Context: an optimization exercise on an open-source flow, tuned for small area, a short achievable clock period and few clock cycles per item. The choices shown serve that exercise and are no tape-out recipe. In this exercise RTL edits were held to simulation tests only and were not proved equivalent to the original. Power figures rest on the tool's default switching activity, not on a simulated workload.

Setup of job 101:
Design gs_swizzle_agu, start of the top module:
module gs_swizzle_agu (
    input  wire        clk,
    input  wire        rst,
    input  wire        cmd_valid,
    output wire        cmd_ready,
    input  wire [1:0]  cmd_fmt,
    input  wire [13:0] cmd_dbp,
    input  wire [5:0]  cmd_dbw,
    input  wire [10:0] cmd_x0,
    input  wire [10:0] cmd_y0,
    input  wire [11:0] cmd_w,
    input  wire [11:0] cmd_h,
    output reg         out_valid,
    input  wire        out_ready,
    output wire [28:0] out_addr,
    output wire        out_last
);
Size: ~690 cells after synthesis, roughly 120 flip-flops, ~100 I/O pins.
==> flow/config.mk <==
export PLATFORM = sky130hd
export DESIGN_NAME = gs_swizzle_agu
export DESIGN_NICKNAME = gs_swizzle_agu
export VERILOG_FILES = /design/flow/design.v
export SDC_FILE = /design/flow/constraint.sdc
export NUM_CORES = 4
export LEC_CHECK = 0
export CAP_MARGIN = 20
export CORE_MARGIN = 2
export CORE_UTILIZATION = 40
export CTS_BUF_LIST = sky130_fd_sc_hd__clkbuf_4 sky130_fd_sc_hd__clkbuf_8
export CTS_CLUSTER_SIZE = 30
export PLACE_DENSITY = 0.75
export SETUP_SLACK_MARGIN = 3.2
export SLEW_MARGIN = 20
==> flow/constraint.sdc <==
create_clock -name core_clock -period 6.0 [get_ports {clk}]
set_input_delay 1.2000 -clock core_clock [delete_from_list [all_inputs] [get_ports {clk}]]
set_output_delay 1.2000 -clock core_clock [all_outputs]
set_load 0.01 [all_outputs]
standard.sh (not shown) runs the stock make flow with config.mk's settings and CLKGATE_MAP_FILE= SYNTH_SCRIPT=/design/flow/synth_recipe.tcl, a recipe that flattens the netlist after the stock synthesis.
==> flow/flow/run.sh <==
#!/bin/bash
export BUFFER_PORTS_ARGS="-buffer_cell sky130_fd_sc_hd__buf_1"
bash standard.sh > standard.log 2>&1
Testbench counts of job 101, summed over its fixed seeds: cycles 223,093, items 220,800.
The inputs of job 105 differ from those of job 101 as listed below.
# job 101
export LEC_CHECK = 0
export CAP_MARGIN = 20
export CORE_MARGIN = 2
export CORE_UTILIZATION = 40
export CTS_BUF_LIST = sky130_fd_sc_hd__clkbuf_4 sky130_fd_sc_hd__clkbuf_8
export CTS_CLUSTER_SIZE = 30
export PLACE_DENSITY = 0.75
export SETUP_SLACK_MARGIN = 3.2
export SLEW_MARGIN = 20
create_clock -name core_clock -period 6.0 [get_ports {clk}]
# job 105
export LEC_CHECK = 0
export CAP_MARGIN = 20
export CORE_MARGIN = 2
export CORE_UTILIZATION = 40
export CTS_BUF_LIST = sky130_fd_sc_hd__clkbuf_4 sky130_fd_sc_hd__clkbuf_8
export CTS_CLUSTER_SIZE = 30
export SETUP_SLACK_MARGIN = 3.1
export SLEW_MARGIN = 20
create_clock -name core_clock -period 6.0 [get_ports {clk}]
==> comparison <==
Against job 101, power in job 105 fell slightly.
On maximum clock skew at final layout, job 105 and job 101 are neck and neck.
~same count of non-CTS inverters in the layout in job 105 and job 101
Diff job 101..job 105 | count of nets left with antenna violations after detail routing | unchanged
In the flow results for job 105 and job 101, the combinational power share is smaller on job 105.
Delta(final cell count, job 105 - job 101) < 0
Area growth from synthesis to layout, job 105 and job 101, lower one = job 105.

* * *

Starting RTL as in the previous note.
Settings: LEC_CHECK=0, CAP_MARGIN=20, CORE_MARGIN=2, CORE_UTILIZATION=30, CTS_BUF_LIST=sky130_fd_sc_hd__clkbuf_4 sky130_fd_sc_hd__clkbuf_8, CTS_CLUSTER_SIZE=30, SETUP_SLACK_MARGIN=3.2, SLEW_MARGIN=20; clock period 6.0 ns.
Scripts as last shown in full above: flow/flow/run.sh
The starting point went through all stages and came out clean.
Testbench counts at the start, summed over its fixed seeds: cycles 223,093, items 220,800.
Rerun with:
--- a/flow/config.mk
+++ b/flow/config.mk
@@ -8,5 +8,5 @@
 export CAP_MARGIN = 20
 export CORE_MARGIN = 2
-export CORE_UTILIZATION = 30
+export CORE_UTILIZATION = 50
 export CTS_BUF_LIST = sky130_fd_sc_hd__clkbuf_4 sky130_fd_sc_hd__clkbuf_8
 export CTS_CLUSTER_SIZE = 30
After rerunning:
- The new run finished clean
- total power stays flat
- design area came out lower by 2.2%
- synthesized area stays the same
- combinational power came out lower by about 2%
- sequential share of layout area came out higher by 0.89 points
- wire length came out lower by 5.7%
- global-route usage came out higher by 8.6 points
- fmax came out lower by 0.78%
- via count came out higher by 1.4%
- core utilization came out higher by 24 points
Rerun with:
--- a/flow/config.mk
+++ b/flow/config.mk
@@ -8,5 +8,5 @@
 export CAP_MARGIN = 20
 export CORE_MARGIN = 2
-export CORE_UTILIZATION = 50
+export CORE_UTILIZATION = 40
 export CTS_BUF_LIST = sky130_fd_sc_hd__clkbuf_4 sky130_fd_sc_hd__clkbuf_8
 export CTS_CLUSTER_SIZE = 30
The new run ran to the end with no violations; via count shrinks by 0.61%; final cell count climbs by 4.1%; register-to-register slack gets worse by 0.03 ns; clock power fell by 3.5%; routed wire length stays flat; core utilization decreases by 12 points; sequential share of layout area is about the same; critical path depth is unchanged; worst hold slack is about the same; area after synthesis is unchanged.
Rerun with:
--- a/flow/config.mk
+++ b/flow/config.mk
@@ -9,5 +9,5 @@
 export CORE_MARGIN = 2
 export CORE_UTILIZATION = 40
-export CTS_BUF_LIST = sky130_fd_sc_hd__clkbuf_4 sky130_fd_sc_hd__clkbuf_8
+export CTS_BUF_LIST = sky130_fd_sc_hd__clkbuf_4
 export CTS_CLUSTER_SIZE = 30
 export SETUP_SLACK_MARGIN = 3.2
Effect: The new run completed with no timing, DRC or antenna violations. Final cell count stays flat. Synthesized area is unchanged. Non-clock buffer count went up by 2. Clock skew went up by 0.0085 ns. Wire length went up by a few percent. Setup slack degrades by 0.16 ns. Via count went up slightly. Global-route usage went up by 0.24 points.

* * *

## the baseline
Starting RTL as in the previous note.
==> flow/design.v (excerpt) <==
module gs_swizzle_agu (
    input  wire        clk,
    input  wire        rst,
    input  wire        cmd_valid,
    output wire        cmd_ready,
    input  wire [1:0]  cmd_fmt,
    input  wire [13:0] cmd_dbp,
    input  wire [5:0]  cmd_dbw,
    input  wire [10:0] cmd_x0,
    input  wire [10:0] cmd_y0,
    input  wire [11:0] cmd_w,
    input  wire [11:0] cmd_h,
    output reg         out_valid,
    input  wire        out_ready,
    output wire [28:0] out_addr,
    output wire        out_last
);
export LEC_CHECK = 0
export CAP_MARGIN = 20
export CORE_MARGIN = 2
export CORE_UTILIZATION = 40
export CTS_BUF_LIST = sky130_fd_sc_hd__clkbuf_8 sky130_fd_sc_hd__clkbuf_16
export CTS_CLUSTER_SIZE = 30
export SETUP_SLACK_MARGIN = 3.2
export SLEW_MARGIN = 20
create_clock -name core_clock -period 6.0 [get_ports {clk}]
Scripts as last shown in full above: flow/flow/run.sh
The final layout from the baseline, which completed every stage, passed the timing, design-rule and antenna checks at the end of the flow.
Testbench counts of the baseline, summed over its fixed seeds: cycles 223,093, items 220,800.
Modified inputs, the candidate compared to the baseline
- CTS_BUF_LIST now sky130_fd_sc_hd__clkbuf_4 sky130_fd_sc_hd__clkbuf_8, was sky130_fd_sc_hd__clkbuf_8 sky130_fd_sc_hd__clkbuf_16
- SETUP_SLACK_MARGIN now 3.3, was 3.2
==> comparison <==
- Post-route cell area of the baseline is on par with the candidate.
- [compare] base=the baseline new=the candidate: portion of the clock cycle consumed by the worst path in the final layout neither gained nor lost much; leakage power figure went up by 0.46%; wire length moved up.
- Relative to the baseline, total of fill cells in the finished design has increased by 23 in the candidate.
- The candidate vs the baseline — layout overhead on the synthesized area dropped 0.23 points.
- Taking the baseline as the reference, in the candidate number of buffer and inverter stages on the critical path rose 2; first-pass GRT wire length climbed about 1.7%.
- The end point of the critical path comes out out_addr[6] in one run and out_addr[7] in the other, namely in the candidate and the baseline respectively.

-- separate check: timing with driven ports --
The results above use ideal ports. As a check the final layouts listed here were re-extracted and re-timed, cells and wires unchanged. Step 1: set_driving_cell puts a clkbuf_16 on clk and a buf_2 on each other input, an assumption about the parent block. Step 2 moves the port delays by t, midway between the first and last clock arrival at a register: inputs arrive t later, outputs are due t later. That takes back most of the time a late clock gives input paths. a / b / c = ideal ports / drivers / drivers and shift; a / b = the first two.
run	t (ns)	setup WS [ns]	slew at the worst register clock pin (ns)
job 101	0.485	3.208 / 3.171 / 2.884	0.08 / 0.08
job 105	0.469	3.176 / 3.139 / 2.850	0.08 / 0.08
the first run of note 2	0.486	3.169 / 3.130 / 2.968	0.08 / 0.08
the second run of note 2	0.485	3.146 / 3.107 / 2.820	0.08 / 0.08
the third run of note 2	0.470	3.216 / 3.179 / 2.868	0.08 / 0.08
the fourth run of note 2	0.593	3.059 / 3.023 / 2.856	0.12 / 0.12
the baseline	0.456	3.202 / 3.161 / 2.919	0.06 / 0.06
the candidate	0.472	3.201 / 3.163 / 2.947	0.08 / 0.08
After both steps setup and hold are still met in every run listed. For the third run of note 2, which loses most, drivers alone change the setup slack by -0.037 ns; drivers and shift together by -0.348 ns.
